What follows belongs to an exercise in optimizing a design on an open flow for a short achievable clock period and few clock cycles; a production flow would make more cautious choices. Function was checked by simulation only, so behaviour that the tests miss may differ from the original. No activity file was given, so power comes from the tool's default toggle rates.

[flow/standard.sh]
#!/bin/bash
# synth_recipe.tcl (not shown) runs the flow's synth.tcl, then flattens the netlist and writes it again
# the make line also repeats each setting of config.mk as NAME=value (left out here)
make -C /OpenROAD-flow-scripts/flow DESIGN_CONFIG=/design/flow/config.mk WORK_HOME=/design/flow/orfs CLKGATE_MAP_FILE= SYNTH_SCRIPT=/design/flow/synth_recipe.tcl "${@:-finish}"
[flow/design.v]
module um_core (
    input  wire        clk,
    input  wire        rst,           
    input  wire [19:0] img_len,       
    output reg         mem_en,
    output reg         mem_we,
    output reg  [23:0] mem_addr,
    output reg  [31:0] mem_wdata,
    input  wire [31:0] mem_rdata,
    output reg         out_valid,
    output reg  [7:0]  out_byte,
    output wire        in_req,
    input  wire        in_valid,
    input  wire [7:0]  in_byte,
    input  wire        in_eof,
    output wire [1:0]  status,        
    output reg  [2:0]  fault_kind,
    output wire [31:0] finger
);
    localparam [2:0] F_OPCODE = 3'd1;
    localparam [2:0] F_HANDLE = 3'd2;
    localparam [2:0] F_INDEX  = 3'd3;
    localparam [2:0] F_DIVZ   = 3'd4;
    localparam [2:0] F_RANGE  = 3'd5;
    localparam [2:0] F_ALLOC  = 3'd6;
    localparam [3:0] X_RUN  = 4'd0;
    localparam [3:0] X_MUL1 = 4'd1;
    localparam [3:0] X_MUL2 = 4'd2;
    localparam [3:0] X_DV1  = 4'd3;
    localparam [3:0] X_DIV  = 4'd4;
    localparam [3:0] X_CP   = 4'd5;
    localparam [3:0] X_CPE  = 4'd6;
    localparam [3:0] X_IN1  = 4'd7;
    localparam [3:0] X_IN2  = 4'd8;
    localparam [3:0] X_MEM  = 4'd9;    
    localparam [3:0] X_FILL = 4'd10;   
    reg [3:0]  xs;
    reg        run;
    reg        x_mis;                 
    reg [1:0]  st;
    reg [31:0] fing;
    reg [31:0] regs [0:7];
    reg        slot_live [0:15];
    reg [23:0] slot_base [0:15];
    reg [19:0] slot_len  [0:15];
    reg [19:0] slot_wm   [0:15];      
    reg [4:0]  n_slots;
    reg [3:0]  free_stack [0:15];
    reg [4:0]  free_sp;
    reg [23:0] heap_top;
    reg        shared;                
    reg [3:0]  shared_h;
    reg [31:0] f_pc;                  
    reg        r_fetch;               
    reg        s_fetch;               
    reg        r_zero, s_zero;        
    reg        r_pred, s_pred;        
    reg        fq_p [0:3];
    reg        dr_p, ir_p;
    reg        bt_v;
    reg [19:0] bt_pc;
    reg [31:0] bt_tgt;
    reg [31:0] fq [0:3];              
    reg [2:0]  fq_n;
    reg        dr_v;
    reg [31:0] dr;
    reg [15:0] dr_op;
    reg [2:0]  dr_h, dr_x, dr_d;
    reg [31:0] xa, xb, xc, xh, xi;
    reg        ir_v;
    reg [31:0] ir;
    reg [15:0] ir_op;                 
    reg [2:0]  ir_h;                  
    reg [2:0]  ir_x;                  
    reg [2:0]  ir_d;                  
    reg [31:0] x_pc;                  
    reg        l1_v, l2_v;
    reg        l1_z, l2_z;            
    reg [2:0]  l1_r, l2_r;
    reg        m_live;                
    reg [11:0] m_ihi;                 
    reg        m_unsh;                
    reg        m_am0;                 
    reg [23:0] m_faddr;               
    reg [3:0]  m_h;
    reg [19:0] m_idx, m_wm, m_len;
    reg [23:0] m_base;
    reg [31:0] m_data;
    reg [31:0] mul_b, mul_c;          
    reg [31:0] mul_p [0:15];          
    reg [31:0] mul_s0, mul_s1;        
    reg [31:0] div_n, div_d;
    reg [5:0]  div_ca, div_cb;
    reg        div_qz;                
    reg [33:0] div_d3;
    reg [31:0] div_quot;
    reg [31:0] div_rem;
    reg [5:0]  div_cnt;
    reg [23:0] c_dst;                 
    reg [23:0] c_src;                 
    reg [19:0] c_rd, c_wr, c_len;     
    reg [1:0]  c_ph;
    reg        in_req_r;
    reg [31:0] in_val;
    integer i;
    function [15:0] dec_op;
        input [31:0] w;
        begin
            dec_op = 16'd1 << w[31:28];
        end
    endfunction
    function [2:0] dec_h;
        input [31:0] w;
        begin
            dec_h = (w[31:28] == 4'd2) ? w[8:6] : (w[31:28] == 4'd9) ? w[2:0] : w[5:3];
        end
    endfunction
    function [2:0] dec_x;
        input [31:0] w;
        begin
            dec_x = (w[31:28] == 4'd2) ? w[5:3] : w[2:0];
        end
    endfunction
    function [2:0] dec_d;
        input [31:0] w;
        begin
            dec_d = (w[31:28] == 4'd13) ? w[27:25] : (w[31:28] == 4'd8) ? w[5:3] :
                    (w[31:28] == 4'd11) ? w[2:0] : w[8:6];
        end
    endfunction
    wire is_cmov = ir_op[0];
    wire is_aidx = ir_op[1];
    wire is_amnd = ir_op[2];
    wire is_add  = ir_op[3];
    wire is_mul  = ir_op[4];
    wire is_div  = ir_op[5];
    wire is_nand = ir_op[6];
    wire is_halt = ir_op[7];
    wire is_allc = ir_op[8];
    wire is_abnd = ir_op[9];
    wire is_out  = ir_op[10];
    wire is_in   = ir_op[11];
    wire is_lp   = ir_op[12];
    wire is_orth = ir_op[13];
    wire is_bad  = ir_op[14] | ir_op[15];
    wire [2:0]  ra_i = ir[8:6];
    wire [2:0]  rb_i = ir[5:3];
    wire [2:0]  rc_i = ir[2:0];
    wire [31:0] ra   = xa;
    wire [31:0] rb   = xb;
    wire [31:0] rc   = xc;
    wire [31:0] hv   = xh;
    wire [31:0] iv   = xi;
    wire        hv_small = (hv[31:4] == 28'd0);
    wire [3:0]  hn     = hv[3:0];
    wire        live_h = hv_small && ({1'b0, hn} < n_slots) && slot_live[hn];
    wire [19:0] len_h  = slot_len[hn];
    wire [23:0] base_h = slot_base[hn];
    wire [19:0] wm_h   = slot_wm[hn];
    wire        in_bounds = (iv[31:20] == 12'd0) && (iv[19:0] < len_h);
    wire        sh_hit    = shared && (hn == 4'd0 || hn == shared_h);
    wire        m_ok      = m_live && m_ihi == 12'd0 && (m_idx < m_len);
    wire        m_below   = m_idx < m_wm;
    wire        m_fill    = is_amnd && m_idx > m_wm;    
    wire [23:0] m_addr    = m_base + {4'd0, m_idx};
    wire [23:0] base0 = slot_base[0];
    wire [19:0] len0  = slot_len[0];
    wire [19:0] wm0   = slot_wm[0];
    wire        can_mint   = (n_slots != 5'd16);
    wire [3:0]  new_handle = (free_sp != 5'd0) ? free_stack[free_sp - 5'd1] : n_slots[3:0];
    wire        alloc_ok   = (rc[31:20] == 12'd0) && (free_sp != 5'd0 || can_mint);
    reg         cmov_t;               
    function hz;
        input [2:0] r;
        begin
            hz = (l1_v && l1_r == r) || (xs == X_MEM && is_aidx && ra_i == r);
        end
    endfunction
    wire d_hazard = (!dr_op[13] && (hz(dr[8:6]) || hz(dr[5:3]) || hz(dr[2:0]))) ||
                    (dr_op[0] && x_we && ir_d == dr[2:0]);
    wire d_cmt = (l2_v && l2_r == dr[2:0]) ? (!l2_z && mem_rdata != 32'd0) : (regs[dr[2:0]] != 32'd0);
    wire [31:0] csa0_s0 = mul_p[0] ^ mul_p[1] ^ mul_p[2];
    wire [31:0] csa0_c0 = {(mul_p[0][30:0] & mul_p[1][30:0]) | (mul_p[0][30:0] & mul_p[2][30:0]) | (mul_p[1][30:0] & mul_p[2][30:0]), 1'b0};
    wire [31:0] csa0_s1 = mul_p[3] ^ mul_p[4] ^ mul_p[5];
    wire [31:0] csa0_c1 = {(mul_p[3][30:0] & mul_p[4][30:0]) | (mul_p[3][30:0] & mul_p[5][30:0]) | (mul_p[4][30:0] & mul_p[5][30:0]), 1'b0};
    wire [31:0] csa0_s2 = mul_p[6] ^ mul_p[7] ^ mul_p[8];
    wire [31:0] csa0_c2 = {(mul_p[6][30:0] & mul_p[7][30:0]) | (mul_p[6][30:0] & mul_p[8][30:0]) | (mul_p[7][30:0] & mul_p[8][30:0]), 1'b0};
    wire [31:0] csa0_s3 = mul_p[9] ^ mul_p[10] ^ mul_p[11];
    wire [31:0] csa0_c3 = {(mul_p[9][30:0] & mul_p[10][30:0]) | (mul_p[9][30:0] & mul_p[11][30:0]) | (mul_p[10][30:0] & mul_p[11][30:0]), 1'b0};
    wire [31:0] csa0_s4 = mul_p[12] ^ mul_p[13] ^ mul_p[14];
    wire [31:0] csa0_c4 = {(mul_p[12][30:0] & mul_p[13][30:0]) | (mul_p[12][30:0] & mul_p[14][30:0]) | (mul_p[13][30:0] & mul_p[14][30:0]), 1'b0};
    wire [31:0] csa1_s5 = csa0_s0 ^ csa0_c0 ^ csa0_s1;
    wire [31:0] csa1_c5 = {(csa0_s0[30:0] & csa0_c0[30:0]) | (csa0_s0[30:0] & csa0_s1[30:0]) | (csa0_c0[30:0] & csa0_s1[30:0]), 1'b0};
    wire [31:0] csa1_s6 = csa0_c1 ^ csa0_s2 ^ csa0_c2;
    wire [31:0] csa1_c6 = {(csa0_c1[30:0] & csa0_s2[30:0]) | (csa0_c1[30:0] & csa0_c2[30:0]) | (csa0_s2[30:0] & csa0_c2[30:0]), 1'b0};
    wire [31:0] csa1_s7 = csa0_s3 ^ csa0_c3 ^ csa0_s4;
    wire [31:0] csa1_c7 = {(csa0_s3[30:0] & csa0_c3[30:0]) | (csa0_s3[30:0] & csa0_s4[30:0]) | (csa0_c3[30:0] & csa0_s4[30:0]), 1'b0};
    wire [31:0] csa2_s8 = csa1_s5 ^ csa1_c5 ^ csa1_s6;
    wire [31:0] csa2_c8 = {(csa1_s5[30:0] & csa1_c5[30:0]) | (csa1_s5[30:0] & csa1_s6[30:0]) | (csa1_c5[30:0] & csa1_s6[30:0]), 1'b0};
    wire [31:0] csa2_s9 = csa1_c6 ^ csa1_s7 ^ csa1_c7;
    wire [31:0] csa2_c9 = {(csa1_c6[30:0] & csa1_s7[30:0]) | (csa1_c6[30:0] & csa1_c7[30:0]) | (csa1_s7[30:0] & csa1_c7[30:0]), 1'b0};
    wire [31:0] csa3_s10 = csa2_s8 ^ csa2_c8 ^ csa2_s9;
    wire [31:0] csa3_c10 = {(csa2_s8[30:0] & csa2_c8[30:0]) | (csa2_s8[30:0] & csa2_s9[30:0]) | (csa2_c8[30:0] & csa2_s9[30:0]), 1'b0};
    wire [31:0] csa3_s11 = csa2_c9 ^ csa0_c4 ^ mul_p[15];
    wire [31:0] csa3_c11 = {(csa2_c9[30:0] & csa0_c4[30:0]) | (csa2_c9[30:0] & mul_p[15][30:0]) | (csa0_c4[30:0] & mul_p[15][30:0]), 1'b0};
    wire [31:0] csa4_s12 = csa3_s10 ^ csa3_c10 ^ csa3_s11;
    wire [31:0] csa4_c12 = {(csa3_s10[30:0] & csa3_c10[30:0]) | (csa3_s10[30:0] & csa3_s11[30:0]) | (csa3_c10[30:0] & csa3_s11[30:0]), 1'b0};
    wire [31:0] csa5_s13 = csa4_s12 ^ csa4_c12 ^ csa3_c11;
    wire [31:0] csa5_c13 = {(csa4_s12[30:0] & csa4_c12[30:0]) | (csa4_s12[30:0] & csa3_c11[30:0]) | (csa4_c12[30:0] & csa3_c11[30:0]), 1'b0};
    function [5:0] clz;
        input [31:0] v;
        integer k;
        begin
            clz = 6'd32;
            for (k = 0; k < 32; k = k + 1)
                if (v[k]) clz = 6'd31 - k[5:0];
        end
    endfunction
    wire [6:0]  div_t     = {1'b0, div_ca} + 7'd31 - {1'b0, div_cb};
    wire [4:0]  div_te    = {div_t[4:1], 1'b0};
    wire [33:0] div_r4    = {div_rem, div_quot[31:30]};
    wire [34:0] div_s1    = {1'b0, div_r4} - {3'd0, div_d};
    wire [34:0] div_s2    = {1'b0, div_r4} - {2'd0, div_d, 1'b0};
    wire [34:0] div_s3    = {1'b0, div_r4} - {1'b0, div_d3};
    wire [1:0]  div_dig   = !div_s3[34] ? 2'd3 : !div_s2[34] ? 2'd2 : !div_s1[34] ? 2'd1 : 2'd0;
    wire [31:0] div_nrem  = !div_s3[34] ? div_s3[31:0] : !div_s2[34] ? div_s2[31:0] :
                            !div_s1[34] ? div_s1[31:0] : div_r4[31:0];
    wire        fetch_ok   = (f_pc[31:20] == 12'd0) && (f_pc[19:0] < len0);
    wire        fetch_zero = f_pc[19:0] >= wm0;
    wire [23:0] fetch_addr = base0 + f_pc[23:0];
    wire [2:0]  credit     = fq_n + {2'd0, r_fetch} + {2'd0, s_fetch};
    wire [31:0] fdata      = s_zero ? 32'd0 : mem_rdata;
    wire run_x = run && !x_mis;
    wire go = run_x && xs == X_RUN && ir_v;    
    reg        adv;           
    reg        x_we;          
    reg [31:0] x_wd;
    reg        stop;
    reg        stop_halt;
    reg [2:0]  stop_kind;
    reg [31:0] stop_finger;
    always @(*) begin
        adv = 1'b0;
        x_we = 1'b0;
        x_wd = 32'd0;
        stop = 1'b0; stop_halt = 1'b0; stop_kind = F_INDEX; stop_finger = x_pc + 32'd1;
        if (run_x) begin
            case (xs)
                X_RUN: begin
                    if (ir_v) begin
                        adv  = !(is_mul || is_div || is_in || is_aidx || is_amnd);
                        x_we = is_cmov || is_add || is_nand || is_orth || is_allc;
                        x_wd = is_add  ? rb + rc :
                               is_nand ? ~(rb & rc) :
                               is_orth ? {7'd0, ir[24:0]} :
                               is_allc ? {28'd0, new_handle} :
                               cmov_t  ? rb : ra;
                        if (is_div && rc == 32'd0) begin
                            stop = 1'b1; stop_kind = F_DIVZ;
                        end
                        if (is_allc && !alloc_ok) begin
                            stop = 1'b1; stop_kind = F_ALLOC;
                        end
                        if (is_abnd && (rc == 32'd0 || !live_h)) begin
                            stop = 1'b1; stop_kind = F_HANDLE;
                        end
                        if (is_out && rc[31:8] != 24'd0) begin
                            stop = 1'b1; stop_kind = F_RANGE;
                        end
                        if (is_lp && rb != 32'd0 && !live_h) begin
                            stop = 1'b1; stop_kind = F_HANDLE;
                        end
                        if (is_bad) begin
                            stop = 1'b1; stop_kind = F_OPCODE;
                        end
                        if (is_halt) begin
                            stop = 1'b1; stop_halt = 1'b1;
                        end
                    end else if (!dr_v && fq_n == 3'd0 && !r_fetch && !s_fetch && !fetch_ok) begin
                        stop = 1'b1; stop_kind = F_INDEX; stop_finger = f_pc;
                    end
                end
                X_MUL2: begin
                    adv = 1'b1; x_we = 1'b1;
                    x_wd = mul_s0 + mul_s1;
                end
                X_MEM: begin
                    if (!m_ok) begin
                        stop = 1'b1; stop_kind = m_live ? F_INDEX : F_HANDLE;
                    end
                    adv = is_aidx || (!m_unsh && !m_fill);
                end
                X_FILL: begin
                    adv = 1'b0;
                end
                X_DV1: begin
                    adv = div_qz; x_we = div_qz; x_wd = 32'd0;
                end
                X_DIV: begin
                    if (div_cnt == 6'd1) begin
                        adv = 1'b1; x_we = 1'b1; x_wd = {div_quot[29:0], div_dig};
                    end
                end
                X_IN2: begin
                    adv = 1'b1; x_we = 1'b1; x_wd = in_val;
                end
                default: ;
            endcase
        end
    end
    wire cp_rd = (c_ph == 2'd0) || (c_ph == 2'd1 && c_rd != c_len);
    wire cp_wr = c_ph[1] && (c_wr != c_rd);
    wire d_sel = run_x && ((xs == X_MEM && !(is_amnd && m_unsh)) ||
                         xs == X_FILL || xs == X_CP);
    wire d_en  = (xs == X_CP) ? (cp_rd || cp_wr) : (xs == X_FILL) || (m_ok && !m_fill);
    wire d_we  = (xs == X_CP) ? c_ph[1] : is_amnd;
    wire [23:0] d_addr  = (xs == X_CP) ? (c_ph[1] ? c_dst + {4'd0, c_wr} : c_src + {4'd0, c_rd}) :
                          (xs == X_FILL) ? m_faddr : m_addr;
    wire [31:0] d_wdata = (xs == X_CP) ? mem_rdata : (xs == X_FILL) ? 32'd0 : m_data;
    wire lp_go    = go && is_lp;
    wire lp_swap  = rb != 32'd0;
    wire        r_ok   = !lp_swap && (rc[31:20] == 12'd0) && (rc[19:0] < len0);
    wire        r_zero_w = rc[19:0] >= wm0;
    wire [23:0] r_addr = base0 + rc[23:0];
    wire am0_go   = run_x && xs == X_MEM && m_ok && is_amnd && !m_unsh && !m_fill && m_am0;
    wire lp_hit   = ir_p && !lp_swap && rc == bt_tgt;    
    wire flush    = (lp_go && !ir_p) || x_mis;
    wire        xr_ok   = (x_pc[31:20] == 12'd0) && (x_pc[19:0] < len0);
    wire bt_here  = bt_v && f_pc[31:20] == 12'd0 && f_pc[19:0] == bt_pc;
    wire fetch_go = fetch_ok && credit <= 3'd3 && !(xs == X_CP || xs == X_CPE || (xs == X_MEM && is_amnd && m_unsh));
    wire take = !ir_v || adv;                  
    wire d_mv = dr_v && take && !d_hazard && !flush;
    wire d_take = !dr_v || d_mv;               
    wire [31:0] d_hreg = regs[dr_h];
    wire [3:0]  d_hn   = d_hreg[3:0];
    wire        d_slotmod = (go && (is_allc || is_abnd || is_lp)) || (xs == X_MEM && is_amnd) ||
                            xs == X_FILL || xs == X_CP || xs == X_CPE;
    wire        d_fast = (dr_op[1] || dr_op[2]) && !(x_we && ir_d == dr_h) &&
                         !(l2_v && l2_r == dr_h) && !d_slotmod;
    function [31:0] rd;
        input [2:0] r;
        begin
            if (x_we && ir_d == r)
                rd = x_wd;
            else if (l2_v && l2_r == r)
                rd = l2_z ? 32'd0 : mem_rdata;
            else
                rd = regs[r];
        end
    endfunction
    assign status = st;
    assign finger = fing;
    assign in_req = in_req_r;
    always @(posedge clk) begin
        if (rst) begin
            xs        <= X_RUN;
            run       <= 1'b1;
            x_mis     <= 1'b0;
            st        <= 2'd0;
            fing      <= 32'd0;
            fault_kind <= 3'd0;
            out_valid <= 1'b0;
            out_byte  <= 8'd0;
            in_req_r  <= 1'b0;
            for (i = 0; i < 8; i = i + 1)
                regs[i] <= 32'd0;
            for (i = 0; i < 16; i = i + 1)
                slot_live[i] <= 1'b0;
            slot_live[0] <= 1'b1;
            slot_base[0] <= 24'd0;
            slot_len[0]  <= img_len;
            slot_wm[0]   <= img_len;
            shared       <= 1'b0;
            n_slots      <= 5'd1;
            free_sp      <= 5'd0;
            heap_top     <= {4'd0, img_len};
            ir_v    <= 1'b0;
            dr_v    <= 1'b0;
            fq_n    <= 3'd0;
            x_pc    <= 32'd0;
            l1_v    <= 1'b0;
            l2_v    <= 1'b0;
            mem_en    <= (img_len != 20'd0);
            mem_we    <= 1'b0;
            mem_addr  <= 24'd0;
            mem_wdata <= 32'd0;
            r_fetch   <= (img_len != 20'd0);
            s_fetch   <= 1'b0;
            r_zero    <= 1'b0;
            s_zero    <= 1'b0;
            r_pred    <= 1'b0;
            s_pred    <= 1'b0;
            bt_v      <= 1'b0;
            f_pc      <= (img_len != 20'd0) ? 32'd1 : 32'd0;
        end else begin
            out_valid <= 1'b0;
            l2_v <= l1_v && !(x_we && ir_d == l1_r);
            l2_r <= l1_r;
            l2_z <= l1_z;
            l1_v <= 1'b0;
            if (l2_v && !(x_we && ir_d == l2_r))
                regs[l2_r] <= l2_z ? 32'd0 : mem_rdata;
            if (x_we)
                regs[ir_d] <= x_wd;
            if (stop) begin
                run <= 1'b0;
                st  <= stop_halt ? 2'd1 : 2'd2;
                fault_kind <= stop_halt ? 3'd0 : stop_kind;
                fing <= stop_finger;
                in_req_r <= 1'b0;
            end
            if (go) begin
                if (is_aidx || is_amnd) begin
                    m_live  <= live_h;
                    m_ihi   <= iv[31:20];   
                    m_unsh  <= sh_hit;
                    m_am0   <= (hn == 4'd0);
                    m_h     <= hn;
                    m_idx   <= iv[19:0];
                    m_wm    <= wm_h;
                    m_len   <= len_h;
                    m_base  <= base_h;
                    m_data  <= rc;
                    xs      <= X_MEM;
                end
                if (is_mul) begin
                    for (i = 0; i < 16; i = i + 1)
                        mul_p[i] <= ((mul_c[2*i] ? mul_b : 32'd0) +
                                     (mul_c[2*i+1] ? {mul_b[30:0], 1'b0} : 32'd0)) << (2 * i);
                    xs <= X_MUL1;
                end
                if (is_div) begin
                    div_n  <= rb; div_d <= rc;
                    div_ca <= clz(rb); div_cb <= clz(rc);
                    div_qz <= clz(rb) > clz(rc);
                    xs <= X_DV1;
                end
                if (is_allc) begin
                    slot_live[new_handle] <= 1'b1;
                    slot_base[new_handle] <= heap_top;
                    slot_len[new_handle]  <= rc[19:0];
                    slot_wm[new_handle]   <= 20'd0;
                    if (free_sp != 5'd0)
                        free_sp <= free_sp - 5'd1;
                    else
                        n_slots <= n_slots + 5'd1;
                    heap_top <= heap_top + {4'd0, rc[19:0]};
                end
                if (is_abnd) begin
                    slot_live[rc[3:0]] <= 1'b0;
                    free_stack[free_sp[3:0]] <= rc[3:0];
                    free_sp <= free_sp + 5'd1;
                    if (shared && rc[3:0] == shared_h)
                        shared <= 1'b0;
                end
                if (is_out && rc[31:8] == 24'd0) begin
                    out_valid <= 1'b1;
                    out_byte  <= rc[7:0];
                end
                if (is_in) begin
                    xs <= X_IN1;
                    in_req_r <= 1'b1;
                end
                if (is_lp && lp_swap) begin
                    slot_base[0] <= base_h;
                    slot_len[0]  <= len_h;
                    slot_wm[0]   <= wm_h;
                    shared       <= 1'b1;
                    shared_h     <= hn;
                end
            end
            x_mis <= (lp_go && ir_p && !lp_hit) || am0_go;
            if (x_mis)
                xs <= X_RUN;
            else case (xs)
                X_MEM: begin
                    if (is_aidx) begin
                        l1_v <= m_ok;
                        l1_r <= ra_i;
                        l1_z <= !m_below;
                        xs   <= X_RUN;
                    end else if (m_unsh) begin
                        c_src  <= base0;
                        c_dst  <= heap_top;
                        c_len  <= wm0;
                        heap_top <= heap_top + {4'd0, len0};
                        c_rd   <= 20'd0;
                        c_wr   <= 20'd0;
                        c_ph   <= 2'd0;
                        xs     <= (wm0 == 20'd0) ? X_CPE : X_CP;
                    end else if (m_fill) begin
                        m_faddr <= m_base + {4'd0, m_wm};
                        xs <= X_FILL;
                    end else begin
                        if (!m_below)
                            slot_wm[m_h] <= m_idx + 20'd1;
                        xs <= X_RUN;
                    end
                end
                X_FILL: begin
                    slot_wm[m_h] <= m_wm + 20'd1;
                    m_wm    <= m_wm + 20'd1;
                    m_faddr <= m_faddr + 24'd1;
                    if (m_wm + 20'd1 == m_idx)
                        xs <= X_MEM;
                end
                X_MUL1: begin
                    mul_s0 <= csa5_s13;
                    mul_s1 <= csa5_c13;
                    xs <= X_MUL2;
                end
                X_MUL2: xs <= X_RUN;
                X_DV1: begin
                    if (div_qz) begin
                        xs <= X_RUN;
                    end else begin
                        div_rem  <= (div_te == 5'd0) ? 32'd0 : (div_n >> (6'd32 - {1'b0, div_te}));
                        div_quot <= div_n << div_te;
                        div_cnt  <= {1'b0, 5'd16 - {1'b0, div_te[4:1]}};
                        div_d3   <= {2'd0, div_d} + {1'b0, div_d, 1'b0};
                        xs <= X_DIV;
                    end
                end
                X_DIV: begin
                    div_rem  <= div_nrem;
                    div_quot <= {div_quot[29:0], div_dig};
                    div_cnt  <= div_cnt - 6'd1;
                    if (div_cnt == 6'd1)
                        xs <= X_RUN;
                end
                X_CP: begin
                    c_ph <= c_ph + 2'd1;
                    if (c_ph[1] == 1'b0) begin
                        if (cp_rd) c_rd <= c_rd + 20'd1;
                    end else begin
                        if (cp_wr) c_wr <= c_wr + 20'd1;
                        if (c_ph == 2'd3 && c_rd == c_len)
                            xs <= X_CPE;
                    end
                end
                X_CPE: begin
                    slot_base[0] <= c_dst;
                    shared <= 1'b0;
                    xs <= X_RUN;
                end
                X_IN1: begin
                    if (in_valid) begin
                        in_req_r <= 1'b0;
                        in_val   <= in_eof ? 32'hFFFFFFFF : {24'd0, in_byte};
                        xs <= X_IN2;
                    end
                end
                X_IN2: xs <= X_RUN;
                default: ;
            endcase
            if (d_mv && d_fast) begin
                m_live  <= d_hreg[31:4] == 28'd0 && {1'b0, d_hn} < n_slots && slot_live[d_hn];
                m_unsh  <= shared && (d_hn == 4'd0 || d_hn == shared_h);
                m_am0   <= d_hn == 4'd0;
                m_h     <= d_hn;
                m_wm    <= slot_wm[d_hn];
                m_len   <= slot_len[d_hn];
                m_base  <= slot_base[d_hn];
                {m_ihi, m_idx} <= rd(dr_x);
                m_data  <= rd(dr[2:0]);
                xs      <= X_MEM;
            end
            if (adv)
                x_pc <= lp_go ? rc : x_pc + 32'd1;
            if (flush) begin
                ir_v <= 1'b0;
            end else if (take) begin
                ir_v  <= d_mv;
                ir_p  <= dr_p;
                ir    <= dr;
                ir_op <= dr_op;
                ir_h  <= dr_h;
                ir_x  <= dr_x;
                ir_d  <= dr_d;
                xa    <= rd(dr[8:6]);
                xb    <= rd(dr[5:3]);
                xc    <= rd(dr[2:0]);
                cmov_t <= d_cmt;
                if (dr_op[4]) begin
                    mul_b <= rd(dr[5:3]);
                    mul_c <= rd(dr[2:0]);
                end
                xh    <= rd(dr_h);
                xi    <= rd(dr_x);
            end
            if (flush) begin
                dr_v <= 1'b0;
                fq_n <= 3'd0;
            end else if (d_take) begin
                if (fq_n != 3'd0) begin
                    dr    <= fq[0];
                    dr_p  <= fq_p[0];
                    dr_op <= dec_op(fq[0]);
                    dr_h  <= dec_h(fq[0]);
                    dr_x  <= dec_x(fq[0]);
                    dr_d  <= dec_d(fq[0]);
                    dr_v  <= 1'b1;
                    fq[0] <= fq[1];
                    fq[1] <= fq[2];
                    fq[2] <= fq[3];
                    fq_p[0] <= fq_p[1];
                    fq_p[1] <= fq_p[2];
                    fq_p[2] <= fq_p[3];
                    if (s_fetch) begin
                        fq[fq_n - 3'd1]   <= fdata;
                        fq_p[fq_n - 3'd1] <= s_pred;
                    end
                    else
                        fq_n <= fq_n - 3'd1;
                end else begin
                    dr    <= fdata;
                    dr_p  <= s_pred;
                    dr_op <= dec_op(fdata);
                    dr_h  <= dec_h(fdata);
                    dr_x  <= dec_x(fdata);
                    dr_d  <= dec_d(fdata);
                    dr_v  <= s_fetch;
                end
            end else if (s_fetch) begin
                fq[fq_n[1:0]] <= fdata;
                fq_p[fq_n[1:0]] <= s_pred;
                fq_n <= fq_n + 3'd1;
            end
            s_fetch <= r_fetch && !flush;
            s_zero  <= r_zero;
            s_pred  <= r_pred;
            if (lp_go && lp_swap || am0_go)
                bt_v <= 1'b0;
            else if (lp_go && !ir_p) begin
                bt_v   <= 1'b1;
                bt_pc  <= x_pc[19:0];
                bt_tgt <= rc;
            end
            if (!run) begin
                mem_en  <= 1'b0;
                mem_we  <= 1'b0;
                r_fetch <= 1'b0;
            end else if (x_mis) begin
                mem_en    <= xr_ok;
                mem_we    <= 1'b0;
                mem_addr  <= base0 + x_pc[23:0];
                r_fetch   <= xr_ok;
                r_zero    <= x_pc[19:0] >= wm0;
                r_pred    <= 1'b0;
                f_pc      <= xr_ok ? x_pc + 32'd1 : x_pc;
            end else if (d_sel) begin
                mem_en    <= d_en;
                mem_we    <= d_we;
                mem_addr  <= d_addr;
                mem_wdata <= d_wdata;
                r_fetch   <= 1'b0;
            end else if (lp_go && !ir_p) begin
                mem_en    <= r_ok;
                mem_we    <= 1'b0;
                mem_addr  <= r_addr;
                r_fetch   <= r_ok;
                r_zero    <= r_zero_w;
                r_pred    <= 1'b0;
                f_pc      <= r_ok ? rc + 32'd1 : rc;
            end else if (fetch_go) begin
                mem_en    <= 1'b1;
                mem_we    <= 1'b0;
                mem_addr  <= fetch_addr;
                r_fetch   <= 1'b1;
                r_zero    <= fetch_zero;
                r_pred    <= bt_here;
                f_pc      <= bt_here ? bt_tgt : f_pc + 32'd1;
            end else begin
                mem_en    <= 1'b0;
                mem_we    <= 1'b0;
                r_fetch   <= 1'b0;
            end
        end
    end
endmodule
[flow/config.mk]
export PLATFORM = sky130hd
export DESIGN_NAME = um_core
export DESIGN_NICKNAME = um_core
export VERILOG_FILES = /design/flow/design.v
export SDC_FILE = /design/flow/constraint.sdc
export NUM_CORES = 4
export LEC_CHECK = 0
export CAP_MARGIN = 20
export CORE_MARGIN = 2
export CORE_UTILIZATION = 30
export PLACE_DENSITY = 0.4
export SLEW_MARGIN = 20
[flow/flow/run.sh]
#!/bin/bash
# Standard layout (the standard.sh, standard synthesis), with the timing
# repair after placement, CTS and global routing aiming at a setup margin
# below the clock period. make's full output goes to flow_make.log here; each
# ORFS step also keeps its own log under orfs/logs/.
set -euo pipefail
bash standard.sh SETUP_SLACK_MARGIN=8 TNS_END_PERCENT=100 finish > flow_make.log 2>&1
[flow/constraint.sdc]
create_clock -name core_clock -period 12.0 [get_ports {clk}]
set_input_delay 2.4000 -clock core_clock [delete_from_list [all_inputs] [get_ports {clk}]]
set_output_delay 2.4000 -clock core_clock [all_outputs]
set_load 0.01 [all_outputs]
==> results of run 1 <==
-- layout make-up --
type	instances	area share
multi-input cells	12960	0.4563
flip-flops and latches	2905	0.3634
repair buffers	1353	0.06817
well taps	8120	0.04500
clock buffers	465	0.04396
inverters	678	0.01166
clock inverters	219	0.01095
diodes	43	0.0004766
repair inverters	1	0.00003880
-- stage by stage --
step                hold slack [ns]  power (W)  cells    util
floorplan                    0.4003    0.03183  17700       -
global placement             0.4047    0.04445  25300  0.3212
detailed placement           0.4075    0.04438  25300  0.3214
CTS                          0.4083    0.05880  26450  0.3569
global route                 0.4267    0.06322  26710  0.3669
finish                       0.4171    0.06095  26750  0.3670
-- cell usage in the layout, fill, tap and decap left out, types with 74 or more instances in the layout --
cell,Yosys,layout
a211oi_1,163,136
o31ai_1,108,79
mux2_2,88,74
and2_1,508,498
o21a_1,89,82
mux4_2,669,669
mux2_4,10,105
nand2_1,2676,2587
o21ai_1,5,91
o211ai_1,300,300
a21oi_1,1085,966
buf_6,10,199
xor2_1,358,354
a21oi_2,0,96
nand4_1,104,104
nor2b_1,185,175
clkbuf_16,0,410
a311oi_1,269,244
xnor2_1,543,531
edfxtp_1,2358,2358
buf_4,3,722
buf_12,0,169
nand3_1,478,454
clkinv_2,0,77
ha_1,863,825
inv_1,672,633
o21ai_0,675,512
dfxtp_1,547,434
mux2i_1,415,381
nor2_1,916,869
nand2b_1,176,164
and3_1,234,226
o22ai_1,300,285
nor3_1,245,215
fa_1,219,193
a21o_1,209,205
-- power groups by stage --
| stage | combinational [W] | clock [W] | sequential (W) |
|---|---|---|---|
| floorplan | 0.0171 | 0 | 0.0148 |
| global placement | 0.0284 | 0 | 0.0161 |
| detailed placement | 0.0283 | 0 | 0.0161 |
| CTS | 0.0312 | 0.0119 | 0.0157 |
| global route | 0.0351 | 0.0123 | 0.0158 |
| finish | 0.0335 | 0.0117 | 0.0157 |
-- layer usage --
layer | wire, µm | vias to the layer above | global-route usage | part of all wire
met5 | 303 | - | 0.0002289 | 0.00033
met2 | 387900 | 7841 | 0.4088 | 0.42
met3 | 86780 | 1541 | 0.05682 | 0.095
met1 | 398100 | 79850 | 0.3996 | 0.43
met4 | 42400 | 46 | 0.1064 | 0.046
li1 | - | 67000 | - | -
-- state kept, by name, indices dropped and copies added (netlist names), 34 cells and up, named ones only --
name	flops
slot_base	384
slot_len	320
slot_wm	320
mul_p	272
regs	256
fq	128
free_stack	64
div_d3	34
-- synth_stat cells (all sizes together), types with 71 or more instances --
| library cell | n |
|---|---|
| a211oi | 163 |
| o211ai | 300 |
| nor2b | 185 |
| a21o | 209 |
| a31oi | 97 |
| edfxtp | 2358 |
| buf | 213 |
| xnor2 | 543 |
| nand2b | 176 |
| and3 | 234 |
| a21oi | 1085 |
| clkbuf | 978 |
| or3 | 71 |
| dfxtp | 547 |
| fa | 219 |
| xor2 | 358 |
| nor3 | 248 |
| nand4 | 104 |
| o21a | 89 |
| inv | 674 |
| o31ai | 108 |
| o21ai | 684 |
| nand3 | 478 |
| o21bai | 77 |
| mux4 | 669 |
| a311oi | 269 |
| nor2 | 916 |
| a221oi | 71 |
| o22ai | 300 |
| nand2 | 2676 |
| and2 | 508 |
| mux2i | 415 |
| nor4 | 88 |
| mux2 | 199 |
| ha | 863 |
-- logic make-up (layout without fill, tap and decap cells) --
group                      after synthesis  after routing  synth area share
AOI/OAI and AO/OA                     3828           3844            0.1342
xor gates and xnor gates               901            901           0.04262
adders and majority gates             1082           1082           0.08200
buffers and inverters                 1869           2716           0.03865
DFF                                   2905           2905            0.4416
muxes                                 1283           1285            0.1161
other                                    0             43                 0
and+or+nand+nor                       5828           5851            0.1448
-- worst max-delay path, delay by kind of cell, from the launching register on --
family / cells / cell delay (ns)
compound gates: 10 / 2.16
simple gates: 6 / 0.78
xor+xnor: 1 / 0.15
buf+inv: 3 / 0.44
fa+ha+maj: 2 / 0.58
flops: 1 / 0.41
-- how the worst min path moves through the flow --
stage | startpoint | end | slack (ns) | cells past startpoint
final | dr[24] | ir[24] | 0.42 | 0
after global routing | dr[19] | ir[19] | 0.43 | 0
after CTS | dr[24] | ir[24] | 0.41 | 0
after detailed placement | dr[14] | ir[14] | 0.41 | 0
after global placement | dr[16] | ir[16] | 0.40 | 0
after floorplan | dr[10] | ir[10] | 0.40 | 0
-- what timing repair did --
item | 4_1_cts | 5_1_grt
buffers inserted | 387 | 204
gates cloned | 76 | 47
setup endpoints to repair | 3489 | 1878
pin swaps | 242 | 293
gates resized for setup | 1604 | 792
==> out/results.tsv, run 1 <==
metric	value	unit
status	no timing/DRC/antenna violations	
Synth top area share	0.3825	
CORE AREA	615100	µm²
final setup vio count	0	
vias in the first global route	145700	
final hold vios	0	
total of max-cap violations	0	
crit-path max cell delay	0.51	ns
worst vdd ir	0.2207	mV
CP Launch Point	xs[1]	
DIE AREA	623400	µm²
Nets	19420	
Critical Path RT	12.97	ns
clk root buf	clkbuf_16	
Top FF cell, synth	edfxtp_1	
DRT antenna net count	0	
Reg2Reg Depth	22	
slowest CP cell	a2111o_1	
internal power	0.03253	W
worst skew pair latency	1.06	ns
Setup Skew	0.09652	ns
register clock-pin slew on the reported worst setup and hold paths	0.06	ns
share of post-route cells with drive strength above 1	0.2038	
RSZ-0062 raised after global routing	yes	
DIE HEIGHT	789.6	µm
top-level I/O count	169	
Yosys reg bits	2905	
combinational share of power	0.549	
Max Root-Sink Buffers	4	
ys async rst share	0	
sequential-to-total area share from yosys stat	0.4416	
CP Capture Type	flop	
Setup TNS	0	ns
router iterations before antenna repair	8	
DR DRC count	0	
critical path capture point	mem_addr[20]	
CP arrival	5.53	ns
total wire length	915.5	mm
Least-Margin Pin Slew	1.228	ns
Seq pwr share	0.258	
antenna violations before repair	129	
multi-input logic area	103000	µm²
max frequency	219.3	MHz
P_leak	84.48	nW
Syn Nets	18840	
Hold Path Class	flop to flop	
setup ws final	7.439	ns
first-pass GRT wire length	1229	mm
Total GRT Usage	0.2778	
Period Utilization, post-route	0.3801	
post-synthesis instance total	17700	
Clock power frac	0.193	
Avg WL per Cell	34.23	µm
Seq. cell area	82040	µm²
CTS H-tree lvls	5	
vias per std cell	5.843	
Net Switching	0.02842	W
Starting Density	0.3010	
total vias in the final route	156300	
top area cells in the synthesized netlist	edfxtp_1 38%, mux4_2 8.1%, dfxtp_1 5.9%	
post-route cell area	225800	µm²
Placed Area	197700	µm²
hold buffer count at cts	0	
pin count of the biggest net entering global routing	138	
syn_area_per_cell	10.46	µm²
pre-CTS setup slack	5.176	ns
synth warn	2	
HPWL after DPL	604.5	mm
Sw Share	0.4663	
type of origin of the critical path	flop	
CTS sink cnt	2905	
Die Wd	789.6	µm
Critical R2R Capture	mem_addr[20]	
Slew Limit Headroom	0.1813	
pwr/cell area	270.0	nW/µm²
GP Congestion	0.9075	
Post-synth EDFFs	2358	
CP Max Fanout	12	
FF-to-FF setup slack	7.44	ns
area delta synth->final	21.94	%
origin of the critical flop-to-flop path	xs[1]	
DRC marker count from the first detailed-route iteration	19820	
Tmin final	4.561	ns
# rows	288	
crit-path cells	nor4_4, buf_6, nand2_8, nor2_4, buf_12, nand2_8, nor2_4, buf_12, o21ai_4, ha_4, fa_2, a21oi_2, o211ai_1, a2111o_1, a31oi_4, o21bai_1, a21o_1, a21oi_2, xnor2_1, nor3_2, a2111oi_2, a22o_1	
largest area contributor in the netlist	edfxtp_1	
CTS Buf Count	369	
GR Overflow Total	0	
mapped cell area	185100	µm²
IO buf count	168	
Setup Crit Path Kind	flop to flop	
CTS tree	yes	
fin. max-slew vios	0	
Yosys cell types	96	
Fillers	60690	
Testbench counts, summed over its fixed seeds: cycles 62,036.
==> inputs of run 2 (changes only) <==
--- a/flow/design.v
+++ b/flow/design.v
@@ -55,6 +55,13 @@
     reg        s_fetch;               
     reg        r_zero, s_zero;        
     reg        r_pred, s_pred;        
+    reg        r_hit, s_hit;          
+    reg [4:0]  r_idx, s_idx;          
+    reg [14:0] r_tag, s_tag;          
+    reg [31:0] r_cw, s_cw;            
+    reg [31:0] ic_data [0:31];
+    reg [14:0] ic_tag  [0:31];
+    reg        ic_v    [0:31];
     reg        fq_p [0:3];
     reg        dr_p, ir_p;
     reg        bt_v;
@@ -229,20 +236,30 @@
     wire        fetch_zero = f_pc[19:0] >= wm0;
     wire [23:0] fetch_addr = base0 + f_pc[23:0];
     wire [2:0]  credit     = fq_n + {2'd0, r_fetch} + {2'd0, s_fetch};
-    wire [31:0] fdata      = s_zero ? 32'd0 : mem_rdata;
+    wire        ic_hit     = ic_v[f_pc[4:0]] && ic_tag[f_pc[4:0]] == f_pc[19:5];
+    wire [31:0] fdata      = s_zero ? 32'd0 : s_hit ? s_cw : mem_rdata;
     wire run_x = run && !x_mis;
     wire go = run_x && xs == X_RUN && ir_v;    
     reg        adv;           
     reg        x_we;          
-    reg [31:0] x_wd;
     reg        stop;
+    wire        x_ru = xs == X_RUN;
+    wire [31:0] alu_add = rb + rc;
+    wire [31:0] mul_sum = mul_s0 + mul_s1;
+    wire [31:0] x_wd = ({32{x_ru && is_add}}  & alu_add) |
+                       ({32{x_ru && is_nand}} & ~(rb & rc)) |
+                       ({32{x_ru && is_orth}} & {7'd0, ir[24:0]}) |
+                       ({32{x_ru && is_allc}} & {28'd0, new_handle}) |
+                       ({32{x_ru && is_cmov}} & (cmov_t ? rb : ra)) |
+                       ({32{xs == X_MUL2}}    & mul_sum) |
+                       ({32{xs == X_DIV}}     & {div_quot[29:0], div_dig}) |
+                       ({32{xs == X_IN2}}     & in_val);
     reg        stop_halt;
     reg [2:0]  stop_kind;
     reg [31:0] stop_finger;
     always @(*) begin
         adv = 1'b0;
         x_we = 1'b0;
-        x_wd = 32'd0;
         stop = 1'b0; stop_halt = 1'b0; stop_kind = F_INDEX; stop_finger = x_pc + 32'd1;
         if (run_x) begin
             case (xs)
@@ -250,11 +267,6 @@
                     if (ir_v) begin
                         adv  = !(is_mul || is_div || is_in || is_aidx || is_amnd);
                         x_we = is_cmov || is_add || is_nand || is_orth || is_allc;
-                        x_wd = is_add  ? rb + rc :
-                               is_nand ? ~(rb & rc) :
-                               is_orth ? {7'd0, ir[24:0]} :
-                               is_allc ? {28'd0, new_handle} :
-                               cmov_t  ? rb : ra;
                         if (is_div && rc == 32'd0) begin
                             stop = 1'b1; stop_kind = F_DIVZ;
                         end
@@ -282,7 +294,6 @@
                 end
                 X_MUL2: begin
                     adv = 1'b1; x_we = 1'b1;
-                    x_wd = mul_s0 + mul_s1;
                 end
                 X_MEM: begin
                     if (!m_ok) begin
@@ -294,15 +305,15 @@
                     adv = 1'b0;
                 end
                 X_DV1: begin
-                    adv = div_qz; x_we = div_qz; x_wd = 32'd0;
+                    adv = div_qz; x_we = div_qz;
                 end
                 X_DIV: begin
                     if (div_cnt == 6'd1) begin
-                        adv = 1'b1; x_we = 1'b1; x_wd = {div_quot[29:0], div_dig};
+                        adv = 1'b1; x_we = 1'b1;
                     end
                 end
                 X_IN2: begin
-                    adv = 1'b1; x_we = 1'b1; x_wd = in_val;
+                    adv = 1'b1; x_we = 1'b1;
                 end
                 default: ;
             endcase
@@ -314,20 +325,32 @@
                          xs == X_FILL || xs == X_CP);
     wire d_en  = (xs == X_CP) ? (cp_rd || cp_wr) : (xs == X_FILL) || (m_ok && !m_fill);
     wire d_we  = (xs == X_CP) ? c_ph[1] : is_amnd;
-    wire [23:0] d_addr  = (xs == X_CP) ? (c_ph[1] ? c_dst + {4'd0, c_wr} : c_src + {4'd0, c_rd}) :
-                          (xs == X_FILL) ? m_faddr : m_addr;
     wire [31:0] d_wdata = (xs == X_CP) ? mem_rdata : (xs == X_FILL) ? 32'd0 : m_data;
     wire lp_go    = go && is_lp;
     wire lp_swap  = rb != 32'd0;
     wire        r_ok   = !lp_swap && (rc[31:20] == 12'd0) && (rc[19:0] < len0);
     wire        r_zero_w = rc[19:0] >= wm0;
     wire [23:0] r_addr = base0 + rc[23:0];
+    wire [23:0] x_addr = base0 + x_pc[23:0];
+    wire [23:0] cw_addr = c_dst + {4'd0, c_wr};
+    wire [23:0] cr_addr = c_src + {4'd0, c_rd};
     wire am0_go   = run_x && xs == X_MEM && m_ok && is_amnd && !m_unsh && !m_fill && m_am0;
     wire lp_hit   = ir_p && !lp_swap && rc == bt_tgt;    
     wire flush    = (lp_go && !ir_p) || x_mis;
     wire        xr_ok   = (x_pc[31:20] == 12'd0) && (x_pc[19:0] < len0);
     wire bt_here  = bt_v && f_pc[31:20] == 12'd0 && f_pc[19:0] == bt_pc;
     wire fetch_go = fetch_ok && credit <= 3'd3 && !(xs == X_CP || xs == X_CPE || (xs == X_MEM && is_amnd && m_unsh));
+    wire q_x  = x_mis;
+    wire q_d  = !x_mis && d_sel;
+    wire q_lp = !x_mis && !d_sel && lp_go && !ir_p;
+    wire q_f  = !x_mis && !d_sel && !(lp_go && !ir_p);
+    wire [23:0] req_addr = ({24{q_x}} & x_addr) |
+                           ({24{q_d && xs == X_MEM}} & m_addr) |
+                           ({24{q_d && xs == X_FILL}} & m_faddr) |
+                           ({24{q_d && xs == X_CP && c_ph[1]}} & cw_addr) |
+                           ({24{q_d && xs == X_CP && !c_ph[1]}} & cr_addr) |
+                           ({24{q_lp}} & r_addr) |
+                           ({24{q_f}} & fetch_addr);
     wire take = !ir_v || adv;                  
     wire d_mv = dr_v && take && !d_hazard && !flush;
     wire d_take = !dr_v || d_mv;               
@@ -390,6 +413,12 @@
             s_zero    <= 1'b0;
             r_pred    <= 1'b0;
             s_pred    <= 1'b0;
+            r_hit     <= 1'b0;
+            s_hit     <= 1'b0;
+            r_idx     <= 5'd0;
+            r_tag     <= 15'd0;
+            for (i = 0; i < 32; i = i + 1)
+                ic_v[i] <= 1'b0;
             bt_v      <= 1'b0;
             f_pc      <= (img_len != 20'd0) ? 32'd1 : 32'd0;
         end else begin
@@ -629,6 +658,21 @@
             s_fetch <= r_fetch && !flush;
             s_zero  <= r_zero;
             s_pred  <= r_pred;
+            s_hit   <= r_hit;
+            s_idx   <= r_idx;
+            s_tag   <= r_tag;
+            r_idx   <= f_pc[4:0];
+            r_tag   <= f_pc[19:5];
+            r_cw    <= ic_data[f_pc[4:0]];
+            s_cw    <= r_cw;
+            if (s_fetch && !s_hit && !s_zero && !flush) begin
+                ic_data[s_idx] <= mem_rdata;
+                ic_tag[s_idx]  <= s_tag;
+                ic_v[s_idx]    <= 1'b1;
+            end
+            if (lp_go && lp_swap || am0_go)
+                for (i = 0; i < 32; i = i + 1)
+                    ic_v[i] <= 1'b0;
             if (lp_go && lp_swap || am0_go)
                 bt_v <= 1'b0;
             else if (lp_go && !ir_p) begin
@@ -643,29 +687,41 @@
             end else if (x_mis) begin
                 mem_en    <= xr_ok;
                 mem_we    <= 1'b0;
-                mem_addr  <= base0 + x_pc[23:0];
+                mem_addr  <= req_addr;
                 r_fetch   <= xr_ok;
+                r_hit     <= 1'b0;
+                r_idx     <= x_pc[4:0];
+                r_tag     <= x_pc[19:5];
                 r_zero    <= x_pc[19:0] >= wm0;
                 r_pred    <= 1'b0;
                 f_pc      <= xr_ok ? x_pc + 32'd1 : x_pc;
             end else if (d_sel) begin
                 mem_en    <= d_en;
                 mem_we    <= d_we;
-                mem_addr  <= d_addr;
+                mem_addr  <= req_addr;
                 mem_wdata <= d_wdata;
-                r_fetch   <= 1'b0;
+                r_fetch   <= fetch_go && ic_hit;
+                r_hit     <= 1'b1;
+                r_zero    <= 1'b0;
+                r_pred    <= bt_here;
+                if (fetch_go && ic_hit)
+                    f_pc <= bt_here ? bt_tgt : f_pc + 32'd1;
             end else if (lp_go && !ir_p) begin
                 mem_en    <= r_ok;
                 mem_we    <= 1'b0;
-                mem_addr  <= r_addr;
+                mem_addr  <= req_addr;
                 r_fetch   <= r_ok;
+                r_hit     <= 1'b0;
+                r_idx     <= rc[4:0];
+                r_tag     <= rc[19:5];
                 r_zero    <= r_zero_w;
                 r_pred    <= 1'b0;
                 f_pc      <= r_ok ? rc + 32'd1 : rc;
             end else if (fetch_go) begin
-                mem_en    <= 1'b1;
+                mem_en    <= !ic_hit;
+                r_hit     <= ic_hit;
                 mem_we    <= 1'b0;
-                mem_addr  <= fetch_addr;
+                mem_addr  <= req_addr;
                 r_fetch   <= 1'b1;
                 r_zero    <= fetch_zero;
                 r_pred    <= bt_here;
==> run 2 against run 1 <==
Still clean. Sequential share of layout area is 7.2 points higher. Highest routed layer unchanged. Via count is 18% higher. Cell area is 33% higher. Flip-flop and latch count is 1642 higher. Combinational power is about 20% higher. Setup slack better by 0.20 ns.
==> out/results.tsv, run 2 <==
metric	value	unit	change
status	no timing/DRC/antenna violations		
Period Utilization, post-route	0.3634		-0.01662
GR Overflow Total	0		unchanged
post-route cell area	300800	µm²	+33%
hold endpoint	s_tag[3]		
Largest Register	ic_data		
Net Switching	0.03486	W	+23%
Yosys cell types	100		+4.2%
Reg2Reg Depth	16		-27%
WHS Path Cells	0		unchanged
top-level I/O count	169		unchanged
sequential-to-total area share from yosys stat	0.5260		+0.08444
register clock-pin slew on the reported worst setup and hold paths	0.06	ns	about the same
top area cells in the synthesized netlist	edfxtp_1 48%, mux4_2 10%, dfxtp_1 4.8%		
# rows	334		+16%
top-count cell post-synth	edfxtp_1		
share of post-route cells with drive strength above 1	0.2215		+0.01770
Fillers	80050		+32%
HPWL after DPL	725.0	mm	+20%
total of max-cap violations	0		unchanged
Synth top area share	0.4776		+0.09510
Total GRT Usage	0.2607		-0.01712
Seq. cell area	130900	µm²	+60%
setup ws final	7.639	ns	+0.1994 ns
final setup vio count	0		unchanged
pwr/cell area	266.0	nW/µm²	-1.5%
max frequency	229.3	MHz	+4.6%
IO buf count	168		unchanged
Hold Path Class	flop to flop		
Slew Limit Headroom	0.1408		-0.04044
P_leak	109.5	nW	+30%
Seq pwr share	0.281		+0.023
pin count of the biggest net entering global routing	100		-28%
post-synthesis instance total	20020		+13%
Tmin final	4.361	ns	-0.1994 ns
mapped cell area	248100	µm²	+34%
antenna violations before repair	129		unchanged
DRC marker count from the first detailed-route iteration	22790		+15%
DIE HEIGHT	913.4	µm	+16%
Setup Crit Path Kind	flop to flop		
most common cell after layout, fill and taps aside	edfxtp_1		
biggest regs	ic_data x1024, ic_tag x480, slot_base x384		
total vias in the final route	184900		+18%
DRT antenna net count	0		unchanged
clk root buf	clkbuf_16		
most frequent cells in the layout	3946 x edfxtp_1, 2193 x nand2_1, 1150 x mux4_2, 1141 x nor2_1, 863 x ha_1		
syn_area_per_cell	12.39	µm²	+18%
Placed Area	264800	µm²	+34%
Avg WL per Cell	35.65	µm	+4.1%
DR DRC count	0		unchanged
RSZ-0062 raised after global routing	yes		
area delta synth->final	21.23	%	
Critical Path RT	12.82	ns	-0.15 ns
origin of the critical flop-to-flop path	f_pc[0]		
Setup TNS	0	ns	unchanged
Post-synth top cells	3946 x edfxtp_1, 2252 x nand2_1, 1234 x nor2_1, 1150 x mux4_2, 1071 x clkbuf_1		
Max Root-Sink Buffers	4		unchanged
Largest register FFs	1024		+170%
first-pass GRT wire length	1525	mm	+24%
Clock power frac	0.217		+0.024
multi-input logic area	116100	µm²	+13%
combinational share of power	0.501		-0.048
Starting Density	0.3005		-0.0005094
Die Wd	913.4	µm	+16%
Syn Nets	21190		+12%
router iterations before antenna repair	9		+1
Critical R2R Capture	f_pc[4]		
Post-synth EDFFs	3946		+67%
worst vdd ir	0.1983	mV	-10%
Nets	22020		+13%
final hold vios	0		unchanged
ys async rst share	0		unchanged
fin. max-slew vios	0		unchanged
total wire length	1151	mm	+26%
vias in the first global route	175400		+20%
CP arrival	5.18	ns	-0.35 ns
CTS H-tree lvls	6		+1
hold buffer count at cts	0		unchanged
Least-Margin Pin Slew	1.285	ns	+0.05664 ns
largest area contributor in the netlist	edfxtp_1		
worst skew pair latency	1.13	ns	+0.07 ns
GP Congestion	0.9171		+1.1%
CTS tree	yes		
FF-to-FF setup slack	7.64	ns	+0.20 ns
synth warn	2		unchanged
vias per std cell	5.725		-2.0%
CTS Buf Count	567		+54%
pre-CTS setup slack	4.874	ns	-0.3017 ns
CP Capture Type	flop		
CTS sink cnt	4547		+57%
Yosys reg bits	4547		+57%
type of origin of the critical path	flop		
DIE AREA	834400	µm²	+34%
Setup Skew	0.09128	ns	-0.005242 ns
CORE AREA	825800	µm²	+34%
Sw Share	0.4356		-0.03074
CP Max Fanout	7		-5
Top FF cell, synth	edfxtp_1		
hold wc startpoint	r_tag[3]		
internal power	0.04516	W	+39%
overall power	0.08002	W	+31%
[run 2: worst max-delay path by stage]
stage               cells past startpoint  startpoint         endpoint  slack, ns
floorplan                               5         rst         mul_b[0]       4.04
global placement                        9         rst   ic_data[9][20]       4.91
detailed placement                      9         rst  ic_data[11][16]       4.87
CTS                                    16     f_pc[0]          f_pc[8]       7.69
global route                           16     f_pc[0]         f_pc[14]       7.57
finish                                 16     f_pc[0]          f_pc[4]       7.64
[run 2: power by group through the flow]
stage	logic (W)	registers (W)	clock network (W)
after global placement	0.0332	0.0231	0
after floorplan	0.0197	0.0216	0
after CTS	0.0369	0.0225	0.0177
after global routing	0.0419	0.0226	0.0183
after detailed placement	0.0332	0.0231	0
final	0.0401	0.0225	0.0174
[run 2: metrics by stage]
step | hold slack, ns | cells | utilization
2_1_floorplan | 0.3855 | 20020 | -
3_3_place_gp | 0.3875 | 30470 | 0.3206
3_5_place_dp | 0.3905 | 30470 | 0.3207
4_1_cts | 0.3976 | 31940 | 0.3562
5_1_grt | 0.4009 | 32260 | 0.3642
6_report | 0.3991 | 32290 | 0.3643
[run 2: cell families (layout without fill, tap and decap cells)]
kind of cell / count (synthesis) / count (layout) / share of synthesized area
AO/OA/AOI/OAI: 3639 / 3644 / 0.09677
XOR/XNOR: 918 / 919 / 0.03240
adder cells (fa/ha/maj): 1106 / 1106 / 0.06243
buffers and inverters: 1973 / 3233 / 0.03040
flip-flops: 4547 / 4547 / 0.5260
multiplexers: 2117 / 2118 / 0.1455
other: 0 / 63 / 0
AND/OR/NAND/NOR: 5724 / 5744 / 0.1064
[run 2: repair_timing]
| item | 4_1_cts | 5_1_grt |
|---|---|---|
| setup buffers | 347 | 214 |
| endpoints found under the setup margin | 4964 | 3209 |
| resized for setup | 1782 | 675 |
| cloned | 95 | 77 |
| pin swaps | 190 | 251 |
[run 2: area by class of cell]
class                   count  share of cell area
repair inverters            2          0.00005823
diodes                     63           0.0005241
flip-flops and latches   4547              0.4352
clock inverters           294             0.01015
well taps               10920             0.04542
inverters                 660            0.008515
repair buffers           1542             0.06266
clock buffers             735             0.05134
multi-input cells       13530              0.3861
[run 2: layer usage]
layer | vias to the layer above | global-route usage | part of all wire
met3 | 1951 | 0.04319 | 0.080
met2 | 8744 | 0.3982 | 0.44
li1 | 77960 | - | -
met1 | 96180 | 0.3634 | 0.42
met5 | - | 0 | 0.00018
met4 | 30 | 0.1193 | 0.058
[run 2: critical path, stage by stage, from the launching register on]
cell and delay [ns]:
edfxtp_1 0.45, buf_12 0.20, buf_16 0.20, buf_16 0.17, mux4_2 0.56, mux4_2 0.57, mux2i_2 0.22, xor2_1 0.18
nand4_1 0.19, nor4_2 0.31, nand4_1 0.14, buf_6 0.18, nand2_2 0.07, nand2_2 0.07, a21oi_4 0.23, buf_12 0.16
clkbuf_16 0.16
Testbench counts of run 2, summed over its fixed seeds: cycles 60,882.

## static timing again, ports no longer ideal
The results above use ideal ports. As a check the final layouts listed here were re-extracted and re-timed, cells and wires unchanged.
Step 1: set_driving_cell puts a clkbuf_16 on clk and a buf_2 on each other input, an assumption about the parent block.
Step 2 moves the port delays by t, midway between the first and last clock arrival at a register: inputs arrive t later, outputs are due t later. That takes back most of the time a late clock gives input paths.
Slacks: no drivers / after step 1 / after step 2; pairs: no drivers / after step 1.
| run | t (ns) | slack for setup (ns) | hold slack, ns | worst setup path after step 2 | worst slew at a driven data input, ns |
|---|---|---|---|---|---|
| run 1 | 1.141 | 7.439 / 7.439 / 6.742 | 0.417 / 0.417 / 0.417 | input to register | 0.26 |
| run 2 | 1.248 | 7.639 / 7.639 / 6.769 | 0.399 / 0.399 / 0.399 | input to register | 0.08 |
After both steps setup and hold are still met in every run listed. For run 2, which loses most, drivers alone change the setup slack by 0.000 ns; drivers and shift together by -0.870 ns.
